From an optimization exercise on the open Yosys and OpenROAD flow, aimed at small area, a short achievable clock period and few clock cycles per item; shortcuts taken in it are not production practice. Function was checked by simulation only, so behaviour that the tests miss may differ from the original. Power is estimated from default activity; no workload was simulated.

== main ==
==> flow/design.v (excerpt) <==
module btc (
    input  wire        clk,
    input  wire        rst,         
    input  wire        in_valid,
    output wire        in_ready,
    input  wire [15:0] in_data,
    output wire        out_valid,
    input  wire        out_ready,
    output wire [15:0] out_data
);
    localparam QD = 8;                  
    localparam [2:0] S_OK      = 3'd0;
    localparam [2:0] S_ALREADY = 3'd1;
    localparam [2:0] S_FULL    = 3'd2;
    localparam [2:0] S_EMPTY   = 3'd3;
    localparam [2:0] S_INVCAP  = 3'd4;
    localparam [2:0] S_ILLEGAL = 3'd5;
    localparam [2:0] S_NOBUF   = 3'd6;
    function [7:0] stcode;
        input [2:0] s;
        begin
            case (s)
                S_ALREADY: stcode = 8'h04;
                S_FULL:    stcode = 8'h05;
                S_EMPTY:   stcode = 8'h06;
                S_INVCAP:  stcode = 8'h0B;
                S_ILLEGAL: stcode = 8'h0C;
                S_NOBUF:   stcode = 8'h0D;
                default:   stcode = 8'h00;
            endcase
        end
    endfunction
    localparam [2:0] K_SIMPLE = 3'd0;   
    localparam [2:0] K_FREERB = 3'd1;   
  ...
Size: ~1700 flip-flops.
==> flow/config.mk <==
export PLATFORM = sky130hd
export DESIGN_NAME = btc
export DESIGN_NICKNAME = btc
export VERILOG_FILES = /design/flow/design.v
export SDC_FILE = /design/flow/constraint.sdc
export NUM_CORES = 4
export LEC_CHECK = 0
export CAP_MARGIN = 20
export CORE_MARGIN = 2
export CORE_UTILIZATION = 30
export SLEW_MARGIN = 20
==> flow/constraint.sdc <==
create_clock -name core_clock -period 12.5 [get_ports {clk}]
set_input_delay 2.5000 -clock core_clock [delete_from_list [all_inputs] [get_ports {clk}]]
set_output_delay 2.5000 -clock core_clock [all_outputs]
set_load 0.01 [all_outputs]
standard.sh (not shown) runs the stock make flow with config.mk's settings and CLKGATE_MAP_FILE= SYNTH_SCRIPT=/design/flow/synth_recipe.tcl, a recipe that flattens the netlist after the stock synthesis.
==> flow/flow/run.sh <==
#!/bin/bash
set -euo pipefail
bash standard.sh \
  SETUP_SLACK_MARGIN=9.2 \
  "BUFFER_PORTS_ARGS=-buffer_cell sky130_fd_sc_hd__buf_4" \
  "CTS_ARGS=-sink_clustering_enable -repair_clock_nets -dont_use_dummy_load" \
  finish > standard_flow.log 2>&1
Testbench counts of main, summed over its fixed seeds: cycles 13,462, items 3,281.
Changes in the feature branch relative to main:
-- flow/flow/run.sh --
<<< main, line 4
  SETUP_SLACK_MARGIN=9.2 \
>>> the feature branch, line 4
  SETUP_SLACK_MARGIN=9.5 \
Findings:
- [compare] base=main new=the feature branch: detailed-placement wirelength estimate grew by 4.0%, total wire length grew by 8.1%, flip-flop and latch count neither gained nor lost much, power per cell area decreased 1.9%.
- The feature branch vs main on iteration count of the initial detailed-routing pass: the feature branch is the lower one.
- Taking main as the reference, in the feature branch highest achievable clock rate now larger, post-layout minimum cycle time now smaller, final instance area now larger, worst-path maximum fanout comparable, pin count of the biggest net entering global routing now smaller.

* * *

## trial 26
Another version of the RTL of btc (not shown whole).
Size in the first run: ~1700 flip-flops, about 38 I/O pins, ~67000 um^2 of cells after synthesis.
Settings: LEC_CHECK=0, CAP_MARGIN=20, CORE_MARGIN=2, CORE_UTILIZATION=30, SLEW_MARGIN=20; clock period 12.5 ns.
==> flow/flow/run.sh <==
#!/bin/bash
set -euo pipefail
bash standard.sh SETUP_SLACK_MARGIN=8 finish > standard_flow.log 2>&1
Testbench counts of trial 26, summed over its fixed seeds: cycles 13,444, items 3,281.
Input changes introduced in trial 30 (baseline for comparison: trial 26):
==> flow/run.sh (new file) <==
#!/bin/bash
# synth_recipe.tcl (not shown) runs the flow's synth.tcl, then flattens the netlist and writes it again
# the make line also repeats each setting of config.mk as NAME=value (left out here)
make -C /OpenROAD-flow-scripts/flow DESIGN_CONFIG=/design/flow/config.mk WORK_HOME=/design/flow/orfs CLKGATE_MAP_FILE= SYNTH_SCRIPT=/design/flow/synth_recipe.tcl finish
removed: flow/flow/run.sh
removed: flow/standard.sh
Findings:
- Trial 30: no failed stages, no open violations at the end
- Of trial 30 and trial 26, the run reporting the higher total net switching power was trial 30.
- The lower first-pass GRT wire length of trial 30 and trial 26 is in trial 26.
- Comparing trial 26 with trial 30, the maximum number of pins on one net before global-route repair came out essentially unchanged.
- Trial 26 reports its start-to-end type of the worst setup path as in2reg while trial 30 reports reg2reg.
- A worst-path cell with the longest stage delay of sky130_fd_sc_hd__clkdlybuf4s50_1 is what trial 26 shows, while sky130_fd_sc_hd__clkinv_1 belongs to trial 30.
- Trial 26 → trial 30: critical path depth increased by 4 relative to the old numbers; critical path's largest stage delay grew by 360 ps.

* * *

Starting RTL as in the previous note.
==> flow/design.v (excerpt) <==
module btc (
    input  wire        clk,
    input  wire        rst,         
    input  wire        in_valid,
    output wire        in_ready,
    input  wire [15:0] in_data,
    output wire        out_valid,
    input  wire        out_ready,
    output wire [15:0] out_data
);
    localparam QD = 8;                  
    localparam [2:0] S_OK      = 3'd0;
    localparam [2:0] S_ALREADY = 3'd1;
    localparam [2:0] S_FULL    = 3'd2;
    localparam [2:0] S_EMPTY   = 3'd3;
    localparam [2:0] S_INVCAP  = 3'd4;
    localparam [2:0] S_ILLEGAL = 3'd5;
    localparam [2:0] S_NOBUF   = 3'd6;
    function [7:0] stcode;
        input [2:0] s;
        begin
            case (s)
                S_ALREADY: stcode = 8'h04;
                S_FULL:    stcode = 8'h05;
                S_EMPTY:   stcode = 8'h06;
                S_INVCAP:  stcode = 8'h0B;
                S_ILLEGAL: stcode = 8'h0C;
                S_NOBUF:   stcode = 8'h0D;
                default:   stcode = 8'h00;
            endcase
        end
    endfunction
    localparam [2:0] K_SIMPLE = 3'd0;   
    localparam [2:0] K_FREERB = 3'd1;   
    localparam [2:0] K_RBPOP  = 3'd2;   
    localparam [2:0] K_RBBULK = 3'd3;   
    localparam [2:0] K_TBRB   = 3'd4;   
    localparam [2:0] K_FREETB = 3'd5;   
    localparam [2:0] K_TBPOP  = 3'd6;   
    localparam [2:0] K_TBPEEK = 3'd7;   
    localparam DW = 12;                 
    localparam NQ = 2;                  
    reg [15:0] rbm [0:15];
    reg [15:0] tbm0 [0:15];
    reg [15:0] tbm1 [0:15];
    reg [15:0] tbm2 [0:15];
    reg [15:0] tbm3 [0:15];
    reg        rb_present, tb_present;
    reg  [4:0] rb_c, tb_c;              
  ...
Settings: LEC_CHECK=0, CAP_MARGIN=20, CORE_MARGIN=2, CORE_UTILIZATION=30, SLEW_MARGIN=20; clock period 12.5 ns.
==> flow/flow/run.sh <==
#!/bin/bash
set -euo pipefail
bash standard.sh \
  SETUP_SLACK_MARGIN=9 \
  "BUFFER_PORTS_ARGS=-buffer_cell sky130_fd_sc_hd__buf_4" \
  "CTS_ARGS=-sink_clustering_enable -repair_clock_nets -sink_clustering_size 24 -buf_list sky130_fd_sc_hd__clkbuf_8 -dont_use_dummy_load" \
  finish > standard_flow.log 2>&1
Testbench counts at the start, summed over its fixed seeds: cycles 13,444, items 3,281.
Next try:
==> flow/flow/run.sh (replaced) <==
#!/bin/bash
set -euo pipefail
bash standard.sh SETUP_SLACK_MARGIN=9 finish > standard_flow.log 2>&1
After rerunning: The changed run passed the timing, design-rule and antenna checks; setup slack improves by 210 ps; final cell count is about the same; routed wire length is about the same.

* * *

btc, a different RTL version from the one above (not shown whole).
Size: ~5800 cells after synthesis.
export LEC_CHECK = 0
export CAP_MARGIN = 20
export CORE_MARGIN = 2
export CORE_UTILIZATION = 45
export SLEW_MARGIN = 20
create_clock -name core_clock -period 12.5 [get_ports {clk}]
==> flow/flow/run.sh <==
#!/bin/bash
set -euo pipefail
bash standard.sh \
  SETUP_SLACK_MARGIN=9 \
  "BUFFER_PORTS_ARGS=-buffer_cell sky130_fd_sc_hd__buf_4" \
  "CTS_ARGS=-sink_clustering_enable -repair_clock_nets -dont_use_dummy_load -sink_clustering_size 30 -sink_clustering_max_diameter 60" \
  finish > standard_flow.log 2>&1
The starting point finished clean.
Testbench counts at the start, summed over its fixed seeds: cycles 13,462, items 3,281.
Then changed:
==> flow/flow/run.sh (replaced) <==
#!/bin/bash
set -euo pipefail
bash standard.sh \
  SETUP_SLACK_MARGIN=9 \
  "BUFFER_PORTS_ARGS=-buffer_cell sky130_fd_sc_hd__buf_4" \
  "CTS_ARGS=-sink_clustering_enable -repair_clock_nets -dont_use_dummy_load -sink_clustering_size 22 -sink_clustering_max_diameter 80" \
  finish > standard_flow.log 2>&1
The changed run passed the timing, design-rule and antenna checks; synthesized area is unchanged; worst hold slack stays flat; core utilization hardly moves; die area is unchanged; sequential share of layout area increases by 0.11 points; global-route usage rose by 0.13 points; sequential power barely changes; synthesized cell count does not change; via count is about the same; combinational power hardly moves; final area hardly moves.

* * *

Setup of the reference run:
Starting RTL as in the previous note.
clock: 12.5 ns
lec_check: 0
cap_margin: 20
core_margin: 2
core_utilization: 30
slew_margin: 20
==> flow/flow/run.sh <==
#!/bin/bash
set -euo pipefail
bash standard.sh \
  SETUP_SLACK_MARGIN=9 \
  "BUFFER_PORTS_ARGS=-buffer_cell sky130_fd_sc_hd__buf_4" \
  "CTS_ARGS=-sink_clustering_enable -repair_clock_nets -dont_use_dummy_load -sink_clustering_size 22 -sink_clustering_max_diameter 80" \
  finish > standard_flow.log 2>&1
The reference run finished end to end and its layout was clean on timing, DRC and antenna.
Testbench counts of the reference run, summed over its fixed seeds: cycles 13,462, items 3,281.
Changes in the trial run relative to the reference run:
- changing CORE_UTILIZATION from 30 to 60
Notes after the runs:
From the reference run to the trial run the numbers moved as follows: latest clock arrival within the worst-skew pair decreased 0.05 ns; number of cells in the finished layout apart from fillers moved down; number of well-tap cells placed lower; number of rows in the core area now sits lower.

-- static timing again, ports no longer ideal --
The flow's constraints put no driver on any port. The routed layouts listed below were extracted and timed again, unchanged, in two steps. Step 1: set_driving_cell puts a clkbuf_16 on clk and a buf_2 on each other input, an assumption about the parent block. Step 2 times the ports against the registers' clock, not the clock port: input delays grow and output delays shrink by t, the midpoint of the rising clock arrivals with the driver on. a / b / c = no drivers / after step 1 / after step 2; a / b = the first two.
run	t, ns	slack for setup (ns)	worst data-port slew with drivers (ns)
main	0.863	8.471 / 8.390 / 8.009	0.11
the feature branch	0.866	8.559 / 8.473 / 8.045	0.14
trial 26	0.883	8.099 / 8.110 / 7.272	0.13
trial 30	0.881	7.017 / 7.017 / 6.598	0.12
the first run of note 3	1.062	8.279 / 8.202 / 7.972	0.10
the second run of note 3	0.903	8.494 / 8.410 / 8.030	0.10
the first run of note 4	0.796	8.759 / 8.684 / 8.189	0.04
the second run of note 4	0.773	8.784 / 8.707 / 8.173	0.04
the reference run	0.796	8.659 / 8.568 / 8.074	0.06
the trial run	0.750	8.733 / 8.733 / 8.125	0.05
After both steps every run listed still meets setup and hold. The setup slack of trial 26, which loses most, moves by +0.011 ns with the drivers and by -0.827 ns with both steps.
